This design comes from an exercise in tuning for small area on the open sky130 flow, not from production work. Function was checked by simulation only, so behaviour that the tests miss may differ from the original. Power figures rest on the tool's default switching activity, not on a simulated workload.

==> design/flow/design.v <==
module ledmx (
    input  wire         clk,
    input  wire         rst,           
    input  wire         req_valid,
    output wire         req_ready,
    input  wire [7:0]   req_code,
    input  wire [7:0]   req_a,
    input  wire [7:0]   req_b,
    input  wire [7:0]   req_c,
    input  wire [7:0]   req_d,
    input  wire         req_on,
    input  wire [7:0]   req_len,
    input  wire [127:0] req_data,
    output reg          rsp_valid,
    output reg  [1:0]   rsp_code,
    output reg  [127:0] rsp_data,
    output reg  [1:0]   fault,
    output wire         led_clk,
    output wire         led_din
);
    localparam OP_INIT      = 8'h01;
    localparam OP_WRITE     = 8'h10;
    localparam OP_TURN_ON   = 8'h11;
    localparam OP_TURN_OFF  = 8'h12;
    localparam OP_BRIGHT    = 8'h13;
    localparam OP_SET_PIXEL = 8'h20;
    localparam OP_RENDER    = 8'h21;
    localparam OP_CLEAR     = 8'h22;
    localparam OP_LOAD_IMG  = 8'h23;
    localparam OP_RECT      = 8'h25;
    localparam OP_LINE      = 8'h26;
    localparam OP_READ      = 8'h27;
    localparam OP_TRANSPOSE = 8'h30;
    localparam OP_SCROLL    = 8'h41;
    localparam R_OK     = 2'd0;
    localparam R_INVDIM = 2'd1;
    localparam R_OOR    = 2'd2;
    localparam R_UNSUP  = 2'd3;
    localparam F_NONE    = 2'd0;
    localparam F_ILLEGAL = 2'd1;
    localparam F_NOTINIT = 2'd3;
    localparam S_IDLE    = 3'd0;
    localparam S_TX      = 3'd1;    
    localparam S_FILL    = 3'd2;    
    localparam S_SCR_GO  = 3'd3;    
    localparam S_SCR_TX  = 3'd4;    
    localparam S_DELAY   = 3'd5;    
    localparam S_FAULT   = 3'd6;
    reg  [2:0]   state;
    reg          initialized;
    reg  [127:0] pix;               
    reg          tx_start;
    reg          tx_cmd_only;
    reg  [7:0]   tx_cmd;
    reg  [127:0] tx_data;
    wire         tx_done;
    reg  [127:0]      scr_text;
    reg  [4:0]        scr_len;
    reg  [6:0]        scr_speed;
    reg  signed [8:0] scr_off;
    reg  signed [8:0] scr_last;
    reg               scr_left;
    reg  [3:0]        fill_i;
    reg  [6:0]        dly_cnt;
    assign req_ready = (state == S_IDLE);
    wire fire = req_valid && req_ready;
    wire signed [9:0] sa = {{2{req_a[7]}}, req_a};
    wire signed [9:0] sb = {{2{req_b[7]}}, req_b};
    wire signed [9:0] sc = {{2{req_c[7]}}, req_c};
    wire signed [9:0] sd = {{2{req_d[7]}}, req_d};
    wire legal_code =
        (req_code == OP_INIT)      || (req_code == OP_WRITE)    ||
        (req_code == OP_TURN_ON)   || (req_code == OP_TURN_OFF) ||
        (req_code == OP_BRIGHT)    || (req_code == OP_SET_PIXEL)||
        (req_code == OP_RENDER)    || (req_code == OP_CLEAR)    ||
        (req_code == OP_LOAD_IMG)  || (req_code == OP_RECT)     ||
        (req_code == OP_LINE)      || (req_code == OP_READ)     ||
        (req_code == OP_TRANSPOSE) || (req_code == OP_SCROLL);
    wire pix_in_range = (sa >= 0) && (sa <= 7) && (sb >= 0) && (sb <= 15);
    wire signed [9:0] rect_xe = sa + sc;
    wire signed [9:0] rect_ye = sb + sd;
    wire line_horiz = (req_a == req_c);
    wire line_vert  = (req_b == req_d);
    wire signed [9:0] line_rmin = (sa < sc) ? sa : sc;
    wire signed [9:0] line_rmax = (sa < sc) ? sc : sa;
    wire signed [9:0] line_cmin = (sb < sd) ? sb : sd;
    wire signed [9:0] line_cmax = (sb < sd) ? sd : sb;
    wire [127:0] pix_mask;
    wire [127:0] rect_mask;
    wire [127:0] line_mask;
    wire [127:0] image_bits;
    genvar gr, gc;
    generate
        for (gc = 0; gc < 16; gc = gc + 1) begin : g_col
            for (gr = 0; gr < 8; gr = gr + 1) begin : g_row
                localparam signed [9:0] R = gr;
                localparam signed [9:0] C = gc;
                assign pix_mask[gc*8+gr]  = (sa == R) && (sb == C);
                assign rect_mask[gc*8+gr] = (C >= sa) && (C < rect_xe) &&
                                            (R >= sb) && (R < rect_ye);
                assign line_mask[gc*8+gr] =
                    line_horiz ? ((R == sa) && (C >= line_cmin) && (C <= line_cmax)) :
                                 ((C == sb) && (R >= line_rmin) && (R <= line_rmax));
                assign image_bits[gc*8+gr] = req_data[gr*16+gc];
            end
        end
    endgenerate
    wire signed [9:0] tr_n = sa;
    wire [7:0] tr_need = (req_a == 8'd0) ? 8'd0 :
                         (req_a * 8'd7) + ((req_a - 8'd1) >> 3) + 8'd1;
    reg  [127:0] tr_out;
    integer ti, tr;
    always @(*) begin
        tr_out = 128'd0;
        for (ti = 0; ti < 16; ti = ti + 1)
            for (tr = 0; tr < 8; tr = tr + 1)
                if (ti < tr_n)
                    tr_out[ti*8+tr] = req_data[(tr*2 + ti/8)*8 + (7 - ti%8)];
    end
    wire signed [9:0] scr_j = scr_off + $signed({6'd0, fill_i});
    wire signed [9:0] scr_k = scr_j - 10'sd16;
    wire signed [9:0] scr_glyph_cols = $signed({5'd0, scr_len}) * 10'sd6 - 10'sd1;
    wire        scr_in_text = (scr_len != 5'd0) && (scr_k >= 0) && (scr_k < scr_glyph_cols);
    wire [6:0]  scr_k7      = scr_k[6:0];
    wire [3:0]  scr_ci      = scr_k7 / 7'd6;
    wire [2:0]  scr_w       = scr_k7 % 7'd6;
    wire [7:0]  scr_ch      = scr_text[scr_ci*8 +: 8];
    wire [7:0]  font_bits;
    ledmx_font u_font (
        .ch   (scr_ch),
        .col  (scr_w),
        .bits (font_bits)
    );
    wire [7:0] scr_col = (scr_in_text && scr_w != 3'd5) ? font_bits : 8'h00;
    ledmx_wire u_wire (
        .clk         (clk),
        .rst         (rst),
        .tx_start    (tx_start),
        .tx_cmd_only (tx_cmd_only),
        .tx_cmd      (tx_cmd),
        .tx_data     (tx_data),
        .tx_done     (tx_done),
        .led_clk     (led_clk),
        .led_din     (led_din)
    );
    always @(posedge clk) begin
        if (rst) begin
            state       <= S_IDLE;
            initialized <= 1'b0;
            fault       <= F_NONE;
            rsp_valid   <= 1'b0;
            rsp_code    <= R_OK;
            tx_start    <= 1'b0;
            tx_cmd_only <= 1'b0;
            tx_cmd      <= 8'h00;
        end else begin
            rsp_valid <= 1'b0;
            tx_start  <= 1'b0;
            case (state)
                S_IDLE: begin
                    if (fire) begin
                        if (!legal_code) begin
                            fault <= F_ILLEGAL;
                            state <= S_FAULT;
                        end else if (!initialized && req_code != OP_INIT) begin
                            fault <= F_NOTINIT;
                            state <= S_FAULT;
                        end else begin
                            case (req_code)
                                OP_INIT: begin
                                    rsp_valid <= 1'b1;
                                    if (req_a == req_b) begin
                                        rsp_code <= R_OOR;
                                    end else begin
                                        rsp_code    <= R_OK;
                                        pix         <= 128'd0;
                                        initialized <= 1'b1;
                                    end
                                end
                                OP_WRITE: begin
                                    if (req_len != 8'd16) begin
                                        rsp_valid <= 1'b1;
                                        rsp_code  <= R_INVDIM;
                                    end else begin
                                        tx_data     <= req_data;
                                        tx_cmd_only <= 1'b0;
                                        tx_start    <= 1'b1;
                                        state       <= S_TX;
                                    end
                                end
                                OP_TURN_ON, OP_TURN_OFF: begin
                                    tx_cmd      <= (req_code == OP_TURN_ON) ? 8'hA0 : 8'h80;
                                    tx_cmd_only <= 1'b1;
                                    tx_start    <= 1'b1;
                                    state       <= S_TX;
                                end
                                OP_BRIGHT: begin
                                    if (sa < 0 || sa > 7) begin
                                        rsp_valid <= 1'b1;
                                        rsp_code  <= R_OOR;
                                    end else begin
                                        tx_cmd      <= {5'b10001, req_a[2:0]};
                                        tx_cmd_only <= 1'b1;
                                        tx_start    <= 1'b1;
                                        state       <= S_TX;
                                    end
                                end
                                OP_SET_PIXEL: begin
                                    rsp_valid <= 1'b1;
                                    if (!pix_in_range) begin
                                        rsp_code <= R_OOR;
                                    end else begin
                                        rsp_code <= R_OK;
                                        pix <= req_on ? (pix | pix_mask) : (pix & ~pix_mask);
                                    end
                                end
                                OP_RENDER: begin
                                    tx_data     <= pix;
                                    tx_cmd_only <= 1'b0;
                                    tx_start    <= 1'b1;
                                    state       <= S_TX;
                                end
                                OP_CLEAR: begin
                                    pix         <= 128'd0;
                                    tx_data     <= 128'd0;
                                    tx_cmd_only <= 1'b0;
                                    tx_start    <= 1'b1;
                                    state       <= S_TX;
                                end
                                OP_LOAD_IMG: begin
                                    pix         <= image_bits;
                                    tx_data     <= image_bits;
                                    tx_cmd_only <= 1'b0;
                                    tx_start    <= 1'b1;
                                    state       <= S_TX;
                                end
                                OP_RECT: begin
                                    rsp_valid <= 1'b1;
                                    rsp_code  <= R_OK;
                                    pix <= req_on ? (pix | rect_mask) : (pix & ~rect_mask);
                                end
                                OP_LINE: begin
                                    rsp_valid <= 1'b1;
                                    if (!line_horiz && !line_vert) begin
                                        rsp_code <= R_UNSUP;
                                    end else begin
                                        rsp_code <= R_OK;
                                        pix      <= pix | line_mask;
                                    end
                                end
                                OP_READ: begin
                                    rsp_valid <= 1'b1;
                                    rsp_code  <= R_OK;
                                    rsp_data  <= pix;
                                end
                                OP_TRANSPOSE: begin
                                    rsp_valid <= 1'b1;
                                    if (tr_n < 0 || tr_n > 16) begin
                                        rsp_code <= R_OOR;
                                    end else if (req_len < tr_need) begin
                                        rsp_code <= R_INVDIM;
                                    end else begin
                                        rsp_code <= R_OK;
                                        rsp_data <= tr_out;
                                    end
                                end
                                default: begin  
                                    if (sa < 0 || (req_b != 8'd0 && req_b != 8'd1)) begin
                                        rsp_valid <= 1'b1;
                                        rsp_code  <= R_OOR;
                                    end else if (req_len > 8'd16) begin
                                        rsp_valid <= 1'b1;
                                        rsp_code  <= R_INVDIM;
                                    end else begin
                                        scr_text  <= req_data;
                                        scr_len   <= req_len[4:0];
                                        scr_speed <= req_a[6:0];
                                        scr_left  <= (req_b == 8'd0);
                                        if (req_b == 8'd0) begin
                                            scr_off  <= 9'sd0;
                                            scr_last <= (req_len == 8'd0) ? 9'sd16 :
                                                        9'sd15 + $signed({4'd0, req_len[4:0]}) * 9'sd6;
                                        end else begin
                                            scr_off  <= (req_len == 8'd0) ? 9'sd16 :
                                                        9'sd15 + $signed({4'd0, req_len[4:0]}) * 9'sd6;
                                            scr_last <= -9'sd16;
                                        end
                                        fill_i <= 4'd0;
                                        state  <= S_FILL;
                                    end
                                end
                            endcase
                        end
                    end
                end
                S_TX: begin
                    if (tx_done) begin
                        rsp_valid <= 1'b1;
                        rsp_code  <= R_OK;
                        state     <= S_IDLE;
                    end
                end
                S_FILL: begin
                    pix[fill_i*8 +: 8] <= scr_col;
                    fill_i <= fill_i + 4'd1;
                    if (fill_i == 4'd15)
                        state <= S_SCR_GO;
                end
                S_SCR_GO: begin
                    tx_data     <= pix;
                    tx_cmd_only <= 1'b0;
                    tx_start    <= 1'b1;
                    state       <= S_SCR_TX;
                end
                S_SCR_TX: begin
                    if (tx_done) begin
                        dly_cnt <= scr_speed;
                        state   <= S_DELAY;
                    end
                end
                S_DELAY: begin
                    if (dly_cnt != 7'd0) begin
                        dly_cnt <= dly_cnt - 7'd1;
                    end else if (scr_off == scr_last) begin
                        rsp_valid <= 1'b1;
                        rsp_code  <= R_OK;
                        state     <= S_IDLE;
                    end else begin
                        scr_off <= scr_left ? scr_off + 9'sd1 : scr_off - 9'sd1;
                        fill_i  <= 4'd0;
                        state   <= S_FILL;
                    end
                end
                default: begin  
                    state <= S_FAULT;
                end
            endcase
        end
    end
endmodule
module ledmx_wire (
    input  wire         clk,
    input  wire         rst,
    input  wire         tx_start,
    input  wire         tx_cmd_only,    
    input  wire [7:0]   tx_cmd,
    input  wire [127:0] tx_data,        
    output reg          tx_done,        
    output reg          led_clk,
    output reg          led_din
);
    localparam W_IDLE  = 2'd0;
    localparam W_START = 2'd1;
    localparam W_BIT   = 2'd2;
    localparam W_END   = 2'd3;
    reg [1:0] wst;
    reg [2:0] step;
    reg [1:0] fi;         
    reg [4:0] bi;         
    reg [2:0] bitn;       
    reg       cmd_only;
    reg [7:0] cur_byte;
    always @(*) begin
        if (cmd_only)
            cur_byte = tx_cmd;
        else if (fi == 2'd0)
            cur_byte = 8'h40;
        else if (fi == 2'd2)
            cur_byte = 8'h88;
        else if (bi == 5'd0)
            cur_byte = 8'hC0;
        else
            cur_byte = tx_data[(bi - 5'd1) * 8 +: 8];
    end
    wire last_byte  = cmd_only || (fi != 2'd1) || (bi == 5'd16);
    wire last_frame = cmd_only || (fi == 2'd2);
    always @(posedge clk) begin
        if (rst) begin
            wst      <= W_IDLE;
            step     <= 3'd0;
            fi       <= 2'd0;
            bi       <= 5'd0;
            bitn     <= 3'd7;
            cmd_only <= 1'b0;
            tx_done  <= 1'b0;
            led_clk  <= 1'b1;
            led_din  <= 1'b1;
        end else begin
            tx_done <= 1'b0;
            case (wst)
                W_IDLE: begin
                    if (tx_start) begin
                        wst      <= W_START;
                        step     <= 3'd0;
                        fi       <= 2'd0;
                        bi       <= 5'd0;
                        bitn     <= 3'd7;
                        cmd_only <= tx_cmd_only;
                    end
                end
                W_START: begin
                    case (step)
                        3'd0: begin led_clk <= 1'b0; step <= 3'd1; end
                        3'd1: begin led_clk <= 1'b1; step <= 3'd2; end
                        3'd2: begin led_din <= 1'b1; step <= 3'd3; end
                        default: begin
                            led_din <= 1'b0;
                            step    <= 3'd0;
                            wst     <= W_BIT;
                        end
                    endcase
                end
                W_BIT: begin
                    case (step)
                        3'd0: begin led_clk <= 1'b0;           step <= 3'd1; end
                        3'd1: begin led_din <= cur_byte[bitn]; step <= 3'd2; end
                        3'd2: begin                            step <= 3'd3; end
                        3'd3: begin led_clk <= 1'b1;           step <= 3'd4; end
                        default: begin
                            step <= 3'd0;
                            if (bitn == 3'd0) begin
                                bitn <= 3'd7;
                                if (last_byte)
                                    wst <= W_END;
                                else
                                    bi <= bi + 5'd1;
                            end else begin
                                bitn <= bitn - 3'd1;
                            end
                        end
                    endcase
                end
                default: begin  
                    case (step)
                        3'd0: begin led_clk <= 1'b0; step <= 3'd1; end
                        3'd1: begin                  step <= 3'd2; end
                        3'd2: begin led_din <= 1'b0; step <= 3'd3; end
                        3'd3: begin led_clk <= 1'b1; step <= 3'd4; end
                        default: begin
                            led_din <= 1'b1;
                            step    <= 3'd0;
                            if (last_frame) begin
                                wst     <= W_IDLE;
                                tx_done <= 1'b1;
                            end else begin
                                fi  <= fi + 2'd1;
                                bi  <= 5'd0;
                                wst <= W_START;
                            end
                        end
                    endcase
                end
            endcase
        end
    end
endmodule
module ledmx_font (
    input  wire [7:0] ch,
    input  wire [2:0] col,      
    output reg  [7:0] bits
);
    reg [7:0]  uc;
    reg [39:0] g;               
    always @(*) begin
        if (ch >= 8'h61 && ch <= 8'h7a)
            uc = ch - 8'h20;
        else
            uc = ch;
        case (uc)
            8'h41: g = {8'h7C, 8'h12, 8'h11, 8'h12, 8'h7C};  
            8'h42: g = {8'h36, 8'h49, 8'h49, 8'h49, 8'h7F};  
            8'h43: g = {8'h22, 8'h41, 8'h41, 8'h41, 8'h3E};  
            8'h44: g = {8'h3E, 8'h41, 8'h41, 8'h41, 8'h7F};  
            8'h45: g = {8'h41, 8'h49, 8'h49, 8'h49, 8'h7F};  
            8'h46: g = {8'h01, 8'h09, 8'h09, 8'h09, 8'h7F};  
            8'h47: g = {8'h73, 8'h51, 8'h41, 8'h41, 8'h3E};  
            8'h48: g = {8'h7F, 8'h08, 8'h08, 8'h08, 8'h7F};  
            8'h49: g = {8'h00, 8'h41, 8'h7F, 8'h41, 8'h00};  
            8'h4A: g = {8'h01, 8'h3F, 8'h41, 8'h40, 8'h20};  
            8'h4B: g = {8'h41, 8'h22, 8'h14, 8'h08, 8'h7F};  
            8'h4C: g = {8'h40, 8'h40, 8'h40, 8'h40, 8'h7F};  
            8'h4D: g = {8'h7F, 8'h02, 8'h1C, 8'h02, 8'h7F};  
            8'h4E: g = {8'h7F, 8'h10, 8'h08, 8'h04, 8'h7F};  
            8'h4F: g = {8'h3E, 8'h41, 8'h41, 8'h41, 8'h3E};  
            8'h50: g = {8'h06, 8'h09, 8'h09, 8'h09, 8'h7F};  
            8'h51: g = {8'h5E, 8'h21, 8'h51, 8'h41, 8'h3E};  
            8'h52: g = {8'h46, 8'h29, 8'h19, 8'h09, 8'h7F};  
            8'h53: g = {8'h32, 8'h49, 8'h49, 8'h49, 8'h26};  
            8'h54: g = {8'h03, 8'h01, 8'h7F, 8'h01, 8'h03};  
            8'h55: g = {8'h3F, 8'h40, 8'h40, 8'h40, 8'h3F};  
            8'h56: g = {8'h1F, 8'h20, 8'h40, 8'h20, 8'h1F};  
            8'h57: g = {8'h3F, 8'h40, 8'h38, 8'h40, 8'h3F};  
            8'h58: g = {8'h63, 8'h14, 8'h08, 8'h14, 8'h63};  
            8'h59: g = {8'h03, 8'h04, 8'h78, 8'h04, 8'h03};  
            8'h5A: g = {8'h43, 8'h4D, 8'h49, 8'h59, 8'h61};  
            default: g = 40'h0;                               
        endcase
        case (col)
            3'd0:    bits = g[7:0];
            3'd1:    bits = g[15:8];
            3'd2:    bits = g[23:16];
            3'd3:    bits = g[31:24];
            3'd4:    bits = g[39:32];
            default: bits = 8'h00;
        endcase
    end
endmodule
==> design/flow/run.sh <==
#!/bin/bash
# synth_recipe.tcl (not shown) runs the flow's synth.tcl, then flattens the netlist and writes it again
# the make line also repeats each setting of config.mk as NAME=value (left out here)
make -C /OpenROAD-flow-scripts/flow DESIGN_CONFIG=/design/flow/config.mk WORK_HOME=/design/flow/orfs CLKGATE_MAP_FILE= SYNTH_SCRIPT=/design/flow/synth_recipe.tcl finish
==> design/flow/config.mk <==
export PLATFORM = sky130hd
export DESIGN_NAME = ledmx
export DESIGN_NICKNAME = ledmx
export VERILOG_FILES = /design/flow/design.v
export SDC_FILE = /design/flow/constraint.sdc
export NUM_CORES = 4
export LEC_CHECK = 0
export CAP_MARGIN = 20
export CELL_PAD_IN_SITES_DETAIL_PLACEMENT = 1
export CORE_MARGIN = 2
export CORE_UTILIZATION = 40
export GPL_ROUTABILITY_DRIVEN = 1
export PLACE_DENSITY = 0.5
export SLEW_MARGIN = 20
export SYNTH_MEMORY_MAX_BITS = 8192
==> design/flow/constraint.sdc <==
create_clock -name core_clock -period 10.0 [get_ports {clk}]
set_input_delay 2.0000 -clock core_clock [delete_from_list [all_inputs] [get_ports {clk}]]
set_output_delay 2.0000 -clock core_clock [all_outputs]
set_load 0.01 [all_outputs]
==> impl_metrics.env <==
export IMPL_status="no timing/DRC/antenna violations"
export IMPL_cts_max_level=3
export IMPL_critPathLaunchType="flip-flop"
export IMPL_arrival_ns=9.17
export IMPL_tns_ns=0
export IMPL_post_cts_repair_setup_buffers=0
export IMPL_drc=0
export IMPL_power_density_nw_per_um2=245
export IMPL_ant_nets=0
export IMPL_syn_area_per_cell_sq_um=9.14
export IMPL_instances_no_fill=6465
export IMPL_seq_area_frac_synth_pct=39.9
export IMPL_syn_area_sq_um=43500
export IMPL_min_period_ns=8.77
export IMPL_switchingPower_w=0.00627
export IMPL_hold_end="initialized"
export IMPL_cts_tree="done"
export IMPL_num_io_pins=316
export IMPL_grt_pass1_wl_mm=364
export IMPL_holdCritPathClass="reg -> reg"
export IMPL_worst_ep_required_time_ns=10.39
export IMPL_syn_inst=4761
export IMPL_path_class="reg -> reg"
export IMPL_seqPwrFrac_pct=25.4
export IMPL_via_count=47749
export IMPL_tightest_slew_ns=1.28
export IMPL_grt_overflow=0
export IMPL_postCtsHoldBufs=0
export IMPL_wl_per_cell_microns=41.6
export IMPL_synth_fp_nets=5087
export IMPL_cts_repair_resized=0
export IMPL_holdPathStages=2
export IMPL_cts_buffer_depth=3
export IMPL_timing_max_cap_violations=0
export IMPL_core_area_sq_um=108000
export IMPL_syn2layout_area_growth_pct=17.6
export IMPL_setup_viol=0
export IMPL_worst_setup_path_end_kind="flip-flop"
export IMPL_yosysMostFrequentCell="nand2_1"
export IMPL_die_h_microns=334
export IMPL_wl_mm=269
export IMPL_nets=5287
export IMPL_synth_top_area_cell="edfxtp_1"
export IMPL_comb_power_share_pct=52.3
export IMPL_numCtsBuffers=76
export IMPL_port_buffers=315
export IMPL_reg2reg_to="pix[4]"
export IMPL_p_leak_nw=17.4
export IMPL_min_from="initialized"
export IMPL_synth_top_cell_area_share_pct=38.2
export IMPL_cpMostUsedCell="ha_1"
export IMPL_clock_latency_ns=0.70
export IMPL_slew_headroom_pct=14.6
export IMPL_p_int_w=0.00630
export IMPL_reg2reg_slack_ns=1.23
export IMPL_cpPeakStageDelay_ns=0.70
export IMPL_dieArea_sq_um=111000
export IMPL_initial_core_util_pct=40.2
export IMPL_place_congestion=1.04
export IMPL_timing_final_crit_share_pct=87.7
export IMPL_power_switching_fraction_pct=49.9
export IMPL_max_freq_mhz=114
export IMPL_ys_types=93
export IMPL_fin_skew_ns=0.0451
export IMPL_track_usage_pct=46.7
export IMPL_synth_area_leaders="edfxtp_1 (38%), nand2_1 (4.9%), o21ai_0 (4.6%), a21oi_1 (4.1%), ha_1 (3.8%)"
export IMPL_vdd_drop_max_v=0.000270
export IMPL_synth_flop_cell="edfxtp_1"
export IMPL_crit_path_cell_trace="ha_1 > inv_1 > fa_1 > nand2b_1 > a211oi_1 > a311o_1 > o31a_1 > a21oi_1 > a32oi_1 > ha_1 > buf_4 > clkinv_1 > a31oi_1 > a22oi_1 > mux4_2 > ha_1 > inv_1 > mux2i_1 > o31a_1 > nand2_1 > o2111ai_1 > a2111oi_4 > buf_4 > o221ai_1"
export IMPL_nFillCells=12224
export IMPL_fp_row_count=121
export IMPL_vias_per_cell=7.39
export IMPL_antenna_found_initial=27
export IMPL_clockPowerShare_pct=22.3
export IMPL_final_max_slew_viol_count=0
export IMPL_die_x_microns=334
export IMPL_final_hold_violation_count=0
export IMPL_drive_gt1_share_pct=10.0
export IMPL_grt_pass1_vias=45295
export IMPL_ys_warn_count=3
export IMPL_r2r_cells=24
export IMPL_cp_slowest_cell="mux4_2"
export IMPL_grt_start_max_net_pins=144
export IMPL_first_iter_violations=8188
export IMPL_first_pass_iters=7
export IMPL_clkSlewWorstSetupHoldPaths_ns=0.06
export IMPL_synth_common_cells="nand2_1 (573), edfxtp_1 (554), o21ai_0 (403)"
export IMPL_r2r_start="fill_i[0]"
export IMPL_numPlacedInstances=6297
export IMPL_synth_edff_count=554
export IMPL_dp_hpwl_mm=189
export IMPL_cts_root_buf="clkbuf_16"
export IMPL_synth_async_sr_flop_share_pct=0
export IMPL_synth_seq_cells=590
export IMPL_path_max_fanout=31
export IMPL_cts_sinks=590
export IMPL_rsz0062_at_grt="no"
==> placed cells by master (no fill, tap or decap), types with 127 or more instances in the layout <==
cell type        count
a22o_1             127
nor2_1             301
o21ai_0            403
edfxtp_1           554
nand2_1            571
clkdlybuf4s50_1    312
mux2i_1            148
nand3_1            221
a22oi_1            149
a21oi_1            358
buf_4              158
ha_1               131
==> final cells by class <==
type | instances | area [sq um] | share of cell area (%)
Clock inverter | 49 | 463 | 0.904
Inverter | 111 | 417 | 0.814
Timing Repair Buffer | 479 | 4450 | 8.69
Antenna cell | 30 | 75.1 | 0.147
Multi-Input combinational cell | 3703 | 24700 | 48.2
Tap cell | 1414 | 1770 | 3.46
Sequential cell | 590 | 17400 | 33.9
Clock buffer | 89 | 1970 | 3.85
==> stage by stage <==
step	hold WS (ns)	power, W	utilization (%)	cell area, sq um	setup WS, ns
4_1_cts	0.465	0.0121	47.2	51100	1.43
2_1_floorplan	0.426	0.00675	-	43600	0.296
3_3_place_gp	0.453	0.00936	44.9	48700	1.59
5_1_grt	0.483	0.0128	47.2	51100	0.865
3_5_place_dp	0.456	0.00937	44.9	48700	1.43
6_report	0.464	0.0126	47.2	51200	1.23
==> registers in the layout, indices dropped and copies added (netlist names), 3 cells and up <==
name	count
scr_last	9
scr_speed	7
scr_off	9
rsp_data	128
state	3
u_wire.step	3
scr_len	5
scr_text	128
dly_cnt	7
u_wire.bi	5
fill_i	4
tx_data	128
pix	128
u_wire.bitn	3
tx_cmd	6
==> critical path: cells and delay by family (launching register included) <==
kind,cells,cell delay [ns]
compound gates,11,3.25
buf+inv,5,1.92
fa+ha+maj,4,1.53
mux,2,0.83
flops,1,0.55
simple gates,2,0.37
==> power by group through the flow <==
stage	Clock [W]	Sequential (W)	Combinational (W)
5_1_grt	0.00288	0.00318	0.00670
2_1_floorplan	0	0.00310	0.00365
3_5_place_dp	0	0.00321	0.00616
4_1_cts	0.00279	0.00316	0.00619
3_3_place_gp	0	0.00321	0.00616
6_report	0.00280	0.00319	0.00657
==> logic make-up (layout without fill, tap and decap cells) <==
| kind of cell | Yosys count | count (layout) | synth area share [%] |
|---|---|---|---|
| AND/OR/NAND/NOR | 1430 | 1430 | 14.9 |
| XOR/XNOR | 90 | 90 | 1.83 |
| other | 0 | 30 | 0 |
| flip-flops | 590 | 590 | 39.9 |
| adder cells (fa/ha/maj) | 146 | 146 | 4.46 |
| buffers and inverters | 468 | 728 | 4.26 |
| AO/OA/AOI/OAI | 1770 | 1770 | 27.2 |
| multiplexers | 267 | 267 | 7.51 |
==> how the worst max path moves through the flow <==
stage	start	endpoint	cells after the start
floorplan	req_a[1]	rsp_data[0]	19
global placement	fill_i[0]	pix[4]	24
detailed placement	fill_i[0]	pix[4]	24
CTS	fill_i[0]	pix[4]	24
global route	fill_i[0]	pix[4]	24
finish	fill_i[0]	pix[4]	24
==> layer usage <==
layer / up-vias / global-route usage (%) / routed length [microns]
met4: 20 / 32.5 / 22200
met1: 23880 / 57.9 / 99000
met3: 1094 / 21.5 / 40400
met5: - / 0 / 145
li1: 18802 / - / -
met2: 3953 / 63.8 / 107000

what the ideal ports hide:
How much do the figures lean on ideal ports? The routed layout below was timed once more, with nothing changed but the port constraints. Step 1 (the two cells are an assumption about what drives the block):
set clk [get_ports {clk}]
set_driving_cell -lib_cell sky130_fd_sc_hd__clkbuf_16 $clk
set_driving_cell -lib_cell sky130_fd_sc_hd__buf_2 [delete_from_list [all_inputs] $clk]
Step 2 adds t to the input delays and takes it off the output delays; t is the mean of the earliest and latest rising clock arrival at the registers after step 1. Input paths then give back, and output paths get back, about the clock's delay inside the block. a / b / c = ideal / step 1 / step 2; a / b = the first two.
t (ns): 0.760
slack for setup (ns): 1.229 / 1.229 / 1.229
hold slack, ns: 0.464 / 0.464 / 0.464
worst setup path at the end: register to register
pins driven straight from the clock port: 1
After both steps setup and hold are still met in this run. For this run, drivers alone change the setup slack by 0.000 ns; drivers and shift together by 0.000 ns.
